What follows belongs to an exercise in optimizing a design on an open flow for a short achievable clock period; a production flow would make more cautious choices. Function was checked by simulation only, so behaviour that the tests miss may differ from the original. The flow treats the clock pin as an ideal source, which a real chip does not have.

==> inputs of trial 97 <==
Design td4_core, start of the top module:
module td4_core (
    input  wire       clk,
    input  wire       rst,           
    input  wire       prog_we,
    input  wire [3:0] prog_addr,
    input  wire [7:0] prog_wdata,
    input  wire       start,
    input  wire [4:0] prog_size,     
    input  wire [3:0] in_data,
    output reg        in_rd,
    output reg  [3:0] out_data,
    output reg        out_we,
    output reg        running,
    output reg        halted,
    output reg        aborted,
    output reg  [7:0] err_byte,
    output reg  [3:0] err_pc,
    output reg  [3:0] reg_a,
    output reg  [3:0] reg_b,
    output reg        carry,
    output reg  [4:0] pc
);
clock: 4.5 ns
lec_check: 0
abc_clock_period_in_ps: 1500
cap_margin: 20
core_margin: 2
core_utilization: 35
setup_slack_margin: 2.5
slew_margin: 20
tns_end_percent: 100
standard.sh (not shown) runs the stock make flow with config.mk's settings and CLKGATE_MAP_FILE= SYNTH_SCRIPT=/design/flow/synth_recipe.tcl, a recipe that flattens the netlist after the stock synthesis.
==> flow/flow/run.sh <==
#!/bin/bash
# Layout flow: the standard ORFS flow (standard.sh), with changes only to
# how cells are chosen and sized:
#  - dontuse.txt adds slow cells (four-high stacks, three- and four-input ORs,
#    low-power clock inverters, 4-input muxes and the delay cells) to the
#    platform's don't-use list, for synthesis and repair;
#  - the ports are buffered with buf_4 (the resizer may resize them later);
#  - the resizer may swap a cell for any cell of the same function
#    (MATCH_CELL_FOOTPRINT=0), not only one of the same footprint;
#  - after CTS, extra_repair.tcl runs more setup repair passes (and hold
#    repair), then the standard flow goes on from global routing.
# The clock tree is built by CTS as usual.  Each tool's output goes to a log
# of its own in the folder this runs in.
set -euo pipefail
here=$(cd "$(dirname "$0")" && pwd)
dont_use=$(tr -s ' \n' ' ' < "$here/dontuse.txt")
args=("DONT_USE_CELLS=$dont_use" MATCH_CELL_FOOTPRINT=0
      "BUFFER_PORTS_ARGS=-buffer_cell sky130_fd_sc_hd__buf_4")
bash standard.sh "${args[@]}" cts > standard_cts.log 2>&1
results=$(ls -d "$PWD"/orfs/results/*/td4_core/base)
RESULTS=$results LIB_FILE="$FLOW_HOME/platforms/$FLOW_PLATFORM/lib/sky130_fd_sc_hd__tt_025C_1v80.lib" \
  PLATFORM_DIR="$FLOW_HOME/platforms/$FLOW_PLATFORM" DONT_USE_FILE="$here/dontuse.txt" \
  openroad -no_init -exit "$here/extra_repair.tcl" > extra_repair.log 2>&1
bash standard.sh "${args[@]}" finish > standard_finish.log 2>&1
==> flow/flow/extra_repair.tcl <==
# Extra setup repair after CTS: ORFS's one repair_timing pass stops well short
# of its target here, so run more passes (with no cap on buffer insertion),
# then fix hold, legalize, and write the CTS result back for the rest of the
# flow.
set results $::env(RESULTS)
read_liberty $::env(LIB_FILE)
read_db $results/4_cts.odb
read_sdc $results/4_cts.sdc
source $::env(PLATFORM_DIR)/setRC.tcl
set_propagated_clock [all_clocks]
set f [open $::env(DONT_USE_FILE)]
set_dont_use [read $f]
close $f
estimate_parasitics -placement
report_worst_slack
foreach margin {2.6 2.7} {
  repair_timing -setup -setup_margin $margin -repair_tns 100 \
    -max_buffer_percent 100 -max_passes 1000 -verbose
  detailed_placement
  estimate_parasitics -placement
  report_worst_slack
}
repair_timing -hold -hold_margin 0.05 -verbose
detailed_placement
check_placement -verbose
estimate_parasitics -placement
report_worst_slack
report_worst_slack -min
write_db $results/4_cts.odb
Other scripts of this flow, unchanged in this note and not shown: flow/flow/dontuse.txt
==> trial 81: changes against trial 97 <==
--- a/flow/design.v
+++ b/flow/design.v
@@ -44,14 +44,17 @@
     reg [4:0]    size;
     reg [7:0]    ir;        
     reg [FW-1:0] irf;       
     reg [15:0]   iroh;      
     reg [15:0]   pc1_oh;    
+    reg [15:0]   iroh2;
+    reg [15:0]   pc1_oh2;
     reg [3:0]    pc1;       
     reg [3:0]    ra, rb;
     reg          rc;
     reg [4:0]    rp;
+    reg          run_i;     
     integer k;
     wire [FW-1:0] wflags = predecode(prog_wdata);
     reg  [15:0]   woh;
     always @(*) begin
         for (k = 0; k < 16; k = k + 1)
@@ -82,12 +85,12 @@
     reg [24+FW-1:0] w_inc, w_tgt;
     always @(*) begin
         w_inc = 0;
         w_tgt = 0;
         for (k = 0; k < 16; k = k + 1) begin
-            w_inc = w_inc | ({(24+FW){pc1_oh[k]}} & {memoh[k], memf[k], mem[k]});
-            w_tgt = w_tgt | ({(24+FW){iroh[k]}}  & {memoh[k], memf[k], mem[k]});
+            w_inc = w_inc | ({{(10+FW){pc1_oh2[k]}}, {14{pc1_oh[k]}}} & {memoh[k], memf[k], mem[k]});
+            w_tgt = w_tgt | ({{(10+FW){iroh2[k]}},   {14{iroh[k]}}}   & {memoh[k], memf[k], mem[k]});
         end
     end
     wire eq_tgt, eq_cur, eq_inc, eq_0;
     td4_eq4 u_eq_tgt (.a(prog_addr), .b(imm),     .eq(eq_tgt));
     td4_eq4 u_eq_cur (.a(prog_addr), .b(rp[3:0]), .eq(eq_cur));
@@ -101,10 +104,12 @@
     wire s_t = take && !hit_run;
     wire s_s = stay && !hit_run;
     wire s_i = inc  && !hit_run;
     wire [24+FW-1:0] fetch_run = ({(24+FW){s_w}} & w_new) | ({(24+FW){s_t}} & w_tgt) |
                                  ({(24+FW){s_s}} & w_cur) | ({(24+FW){s_i}} & w_inc);
+    wire [15:0] fetch_run2 = ({16{s_w}} & woh) | ({16{s_t}} & w_tgt[8+FW +: 16]) |
+                             ({16{s_s}} & iroh2) | ({16{s_i}} & w_inc[8+FW +: 16]);
     wire size_nz = |prog_size;
     wire hit_st  = prog_we && (prog_addr == 4'd0);
     wire [24+FW-1:0] fetch_st = !size_nz ? {(24+FW){1'b0}} :
                                hit_st   ? w_new : {memoh[0], memf[0], mem[0]};
     wire [3:0] pa = ra ^ imm, ga = ra & imm;
@@ -166,15 +171,25 @@
         if (rst)
             run_next = 1'b0;
         else if (start)
             run_next = 1'b1;
         else
-            run_next = running && !illegal && !h_next;
+            run_next = run_i && !illegal && !h_next;
+    end
+    reg run_next_o;
+    always @(*) begin
+        if (rst)
+            run_next_o = 1'b0;
+        else if (start)
+            run_next_o = 1'b1;
+        else
+            run_next_o = running && !illegal && !h_next;
     end
     wire [FW-1:0] fetch_f = start ? fetch_st[8 +: FW] : fetch_run[8 +: FW];
     always @(posedge clk) begin
-        running <= run_next;
+        run_i   <= run_next;
+        running <= run_next_o;
         in_rd   <= run_next && fetch_f[3];
         if (rst) begin
             halted   <= 1'b0;
             aborted  <= 1'b0;
             size     <= 5'd0;
@@ -195,11 +210,11 @@
             carry    <= 1'b0;
             pc       <= 5'd0;
             out_we   <= 1'b0;
             err_byte <= 8'd0;
             err_pc   <= 4'd0;
-        end else if (running) begin
+        end else if (run_i) begin
             if (illegal) begin
                 aborted  <= 1'b1;
                 err_byte <= ir;
                 err_pc   <= rp[3:0];
                 out_we   <= 1'b0;
@@ -221,25 +236,30 @@
         if (start) begin
             ra <= 4'd0;
             rb <= 4'd0;
             rc <= 1'b0;
             rp <= 5'd0;
-        end else if (running && !illegal) begin
+        end else if (run_i && !illegal) begin
             ra <= next_a;
             rb <= next_b;
             rc <= next_c;
             rp <= next_pc;
         end
     end
     always @(posedge clk) begin
         if (start) begin
             {iroh, irf, ir} <= fetch_st;
+            iroh2     <= fetch_st[8+FW +: 16];
             pc1_oh    <= 16'd2;
+            pc1_oh2   <= 16'd2;
             pc1       <= 4'd1;
         end else begin
             {iroh, irf, ir} <= fetch_run;
+            iroh2     <= fetch_run2;
             pc1_oh    <= take ? {iroh[14:0], iroh[15]} :
                          (stay ? pc1_oh : {pc1_oh[14:0], pc1_oh[15]});
+            pc1_oh2   <= take ? {iroh2[14:0], iroh2[15]} :
+                         (stay ? pc1_oh2 : {pc1_oh2[14:0], pc1_oh2[15]});
             pc1       <= next_pc[3:0] + 4'd1;
         end
     end
 endmodule
--- a/flow/flow/extra_repair.tcl
+++ b/flow/flow/extra_repair.tcl
@@ -1,14 +1,17 @@
 # Extra setup repair after CTS: ORFS's one repair_timing pass stops well short
 # of its target here, so run more passes (with no cap on buffer insertion),
 # then fix hold, legalize, and write the CTS result back for the rest of the
-# flow.
+# flow.  The placement-based wire estimate falls well short of the routed
+# wires here, so these passes see signal wires with 1.5 times met1's
+# resistance and capacitance.
 set results $::env(RESULTS)
 read_liberty $::env(LIB_FILE)
 read_db $results/4_cts.odb
 read_sdc $results/4_cts.sdc
 source $::env(PLATFORM_DIR)/setRC.tcl
+set_wire_rc -signal -resistance 1.34e-03 -capacitance 2.59e-04
 set_propagated_clock [all_clocks]
 set f [open $::env(DONT_USE_FILE)]
 set_dont_use [read $f]
 close $f
 estimate_parasitics -placement
--- a/flow/config.mk
+++ b/flow/config.mk
@@ -7,8 +7,10 @@
 export LEC_CHECK = 0
 export ABC_CLOCK_PERIOD_IN_PS = 1500
 export CAP_MARGIN = 20
 export CORE_MARGIN = 2
 export CORE_UTILIZATION = 35
+export CTS_CLUSTER_DIAMETER = 80
+export CTS_CLUSTER_SIZE = 24
 export SETUP_SLACK_MARGIN = 2.5
 export SLEW_MARGIN = 20
 export TNS_END_PERCENT = 100
==> build 85: changes against trial 97 <==
--- a/flow/design.v
+++ b/flow/design.v
@@ -44,14 +44,17 @@
     reg [4:0]    size;
     reg [7:0]    ir;        
     reg [FW-1:0] irf;       
     reg [15:0]   iroh;      
     reg [15:0]   pc1_oh;    
+    reg [15:0]   iroh2;
+    reg [15:0]   pc1_oh2;
     reg [3:0]    pc1;       
     reg [3:0]    ra, rb;
     reg          rc;
     reg [4:0]    rp;
+    reg          run_i;     
     integer k;
     wire [FW-1:0] wflags = predecode(prog_wdata);
     reg  [15:0]   woh;
     always @(*) begin
         for (k = 0; k < 16; k = k + 1)
@@ -82,12 +85,12 @@
     reg [24+FW-1:0] w_inc, w_tgt;
     always @(*) begin
         w_inc = 0;
         w_tgt = 0;
         for (k = 0; k < 16; k = k + 1) begin
-            w_inc = w_inc | ({(24+FW){pc1_oh[k]}} & {memoh[k], memf[k], mem[k]});
-            w_tgt = w_tgt | ({(24+FW){iroh[k]}}  & {memoh[k], memf[k], mem[k]});
+            w_inc = w_inc | ({{(10+FW){pc1_oh2[k]}}, {14{pc1_oh[k]}}} & {memoh[k], memf[k], mem[k]});
+            w_tgt = w_tgt | ({{(10+FW){iroh2[k]}},   {14{iroh[k]}}}   & {memoh[k], memf[k], mem[k]});
         end
     end
     wire eq_tgt, eq_cur, eq_inc, eq_0;
     td4_eq4 u_eq_tgt (.a(prog_addr), .b(imm),     .eq(eq_tgt));
     td4_eq4 u_eq_cur (.a(prog_addr), .b(rp[3:0]), .eq(eq_cur));
@@ -101,10 +104,12 @@
     wire s_t = take && !hit_run;
     wire s_s = stay && !hit_run;
     wire s_i = inc  && !hit_run;
     wire [24+FW-1:0] fetch_run = ({(24+FW){s_w}} & w_new) | ({(24+FW){s_t}} & w_tgt) |
                                  ({(24+FW){s_s}} & w_cur) | ({(24+FW){s_i}} & w_inc);
+    wire [15:0] fetch_run2 = ({16{s_w}} & woh) | ({16{s_t}} & w_tgt[8+FW +: 16]) |
+                             ({16{s_s}} & iroh2) | ({16{s_i}} & w_inc[8+FW +: 16]);
     wire size_nz = |prog_size;
     wire hit_st  = prog_we && (prog_addr == 4'd0);
     wire [24+FW-1:0] fetch_st = !size_nz ? {(24+FW){1'b0}} :
                                hit_st   ? w_new : {memoh[0], memf[0], mem[0]};
     wire [3:0] pa = ra ^ imm, ga = ra & imm;
@@ -166,15 +171,25 @@
         if (rst)
             run_next = 1'b0;
         else if (start)
             run_next = 1'b1;
         else
-            run_next = running && !illegal && !h_next;
+            run_next = run_i && !illegal && !h_next;
+    end
+    reg run_next_o;
+    always @(*) begin
+        if (rst)
+            run_next_o = 1'b0;
+        else if (start)
+            run_next_o = 1'b1;
+        else
+            run_next_o = running && !illegal && !h_next;
     end
     wire [FW-1:0] fetch_f = start ? fetch_st[8 +: FW] : fetch_run[8 +: FW];
     always @(posedge clk) begin
-        running <= run_next;
+        run_i   <= run_next;
+        running <= run_next_o;
         in_rd   <= run_next && fetch_f[3];
         if (rst) begin
             halted   <= 1'b0;
             aborted  <= 1'b0;
             size     <= 5'd0;
@@ -195,11 +210,11 @@
             carry    <= 1'b0;
             pc       <= 5'd0;
             out_we   <= 1'b0;
             err_byte <= 8'd0;
             err_pc   <= 4'd0;
-        end else if (running) begin
+        end else if (run_i) begin
             if (illegal) begin
                 aborted  <= 1'b1;
                 err_byte <= ir;
                 err_pc   <= rp[3:0];
                 out_we   <= 1'b0;
@@ -221,25 +236,30 @@
         if (start) begin
             ra <= 4'd0;
             rb <= 4'd0;
             rc <= 1'b0;
             rp <= 5'd0;
-        end else if (running && !illegal) begin
+        end else if (run_i && !illegal) begin
             ra <= next_a;
             rb <= next_b;
             rc <= next_c;
             rp <= next_pc;
         end
     end
     always @(posedge clk) begin
         if (start) begin
             {iroh, irf, ir} <= fetch_st;
+            iroh2     <= fetch_st[8+FW +: 16];
             pc1_oh    <= 16'd2;
+            pc1_oh2   <= 16'd2;
             pc1       <= 4'd1;
         end else begin
             {iroh, irf, ir} <= fetch_run;
+            iroh2     <= fetch_run2;
             pc1_oh    <= take ? {iroh[14:0], iroh[15]} :
                          (stay ? pc1_oh : {pc1_oh[14:0], pc1_oh[15]});
+            pc1_oh2   <= take ? {iroh2[14:0], iroh2[15]} :
+                         (stay ? pc1_oh2 : {pc1_oh2[14:0], pc1_oh2[15]});
             pc1       <= next_pc[3:0] + 4'd1;
         end
     end
 endmodule
--- a/flow/flow/extra_repair.tcl
+++ b/flow/flow/extra_repair.tcl
@@ -1,14 +1,17 @@
 # Extra setup repair after CTS: ORFS's one repair_timing pass stops well short
 # of its target here, so run more passes (with no cap on buffer insertion),
 # then fix hold, legalize, and write the CTS result back for the rest of the
-# flow.
+# flow.  The placement-based wire estimate falls well short of the routed
+# wires here, so these passes see signal wires with 1.5 times met1's
+# resistance and capacitance.
 set results $::env(RESULTS)
 read_liberty $::env(LIB_FILE)
 read_db $results/4_cts.odb
 read_sdc $results/4_cts.sdc
 source $::env(PLATFORM_DIR)/setRC.tcl
+set_wire_rc -signal -resistance 1.34e-03 -capacitance 2.59e-04
 set_propagated_clock [all_clocks]
 set f [open $::env(DONT_USE_FILE)]
 set_dont_use [read $f]
 close $f
 estimate_parasitics -placement
==> results.py <==
metrics = {
    "route": {
        "route.met2.wl_um": 44300,
        "firstDrtPassIters": 22,
    },
    "hold_path": {
        "min_from": "err_byte[6]$_SDFFE_PP0P_",
    },
    "worst_setup_path": {
        "reg2reg_from": "pc1[0]$_SDFF_PP1_",
    },
    "timing": {
        "setup_ws_ps": 2400,
        "slew-limit-headroom": 0.493,
    },
    "clock_tree": {
        "clock_latency_ps": 630,
    },
    "grt": {
        "grtUsageMet2": 0.397,
    },
    "outcome": {
        "outcome": "finished clean",
    },
    "layout": {
        "n_all_inverters": 31,
    },
}
The numbers above come from trial 81.

==> results.py <==
metrics = {
    "outcome": {
        "outcome": "finished clean",
    },
    "layout": {
        "clk_share": 0.0614,
        "buf_share": 0.0781,
        "n_all_inverters": 31,
    },
    "clock_tree": {
        "clock_latency_ps": 650,
    },
    "route": {
        "totalWireLength_um": 105000,
        "route.met2.wl_um": 44500,
    },
    "worst_setup_path": {
        "reg2reg_from": "ir[0]$_DFF_P_",
    },
    "hold_path": {
        "min_from": "err_byte[6]$_SDFFE_PP0P_",
    },
    "timing": {
        "setup_ws_ps": 2390,
    },
    "grt": {
        "top_usage_layer": "met2",
    },
}
The numbers above come from build 85.

==> results.py <==
metrics = {
    "timing": {
        "slew-limit-headroom": 0.361,
        "fmax_ghz": 0.492,
        "rsz0062_at_grt": "true",
        "setup_ws_ps": 2470,
    },
    "clock_tree": {
        "cts_resized": 163,
        "clock_latency_ps": 660,
    },
    "place": {
        "gp_congestion": 0.891,
    },
    "layout": {
        "clk_share": 0.0652,
    },
    "route": {
        "route.met2.wl_um": 40700,
        "firstDrtPassIters": 6,
    },
    "worst_setup_path": {
        "reg2reg_from": "ir[0]$_DFF_P_",
    },
    "outcome": {
        "outcome": "finished clean",
    },
    "hold_path": {
        "min_from": "err_byte[3]$_SDFFE_PP0P_",
    },
    "grt": {
        "grtUsageMet2": 0.390,
    },
}
The numbers above come from trial 97.

afterwards: timing with drivers on the ports:
Ports are ideal in the flow. The routed layouts listed here were re-timed in OpenROAD. Step 1 (the two cells are an assumption about what drives the block):
set clk [get_ports {clk}]
set_driving_cell -lib_cell sky130_fd_sc_hd__clkbuf_16 $clk
set_driving_cell -lib_cell sky130_fd_sc_hd__buf_2 [delete_from_list [all_inputs] $clk]
Step 2 moves the port delays by t, midway between the first and last clock arrival at a register: inputs arrive t later, outputs are due t later. That takes back most of the time a late clock gives input paths. Slacks: no drivers / after step 1 / after step 2; pairs: no drivers / after step 1.
| run | t (ns) | slack for setup (ns) | hold slack, ns | worst setup path after step 2 | cell pins on the clock port's net |
|---|---|---|---|---|---|
| trial 97 | 0.695 | 2.469 / 2.430 / 1.902 | 0.463 / 0.463 / 0.463 | input to register | 1 |
| trial 81 | 0.691 | 2.399 / 2.404 / 1.715 | 0.466 / 0.466 / 0.466 | input to register | 1 |
| build 85 | 0.697 | 2.393 / 2.393 / 1.734 | 0.460 / 0.460 / 0.460 | input to register | 1 |
After both steps setup and hold are still met in every run listed. The setup slack of trial 81, which loses most, moves by +0.005 ns with the drivers and by -0.684 ns with both steps.
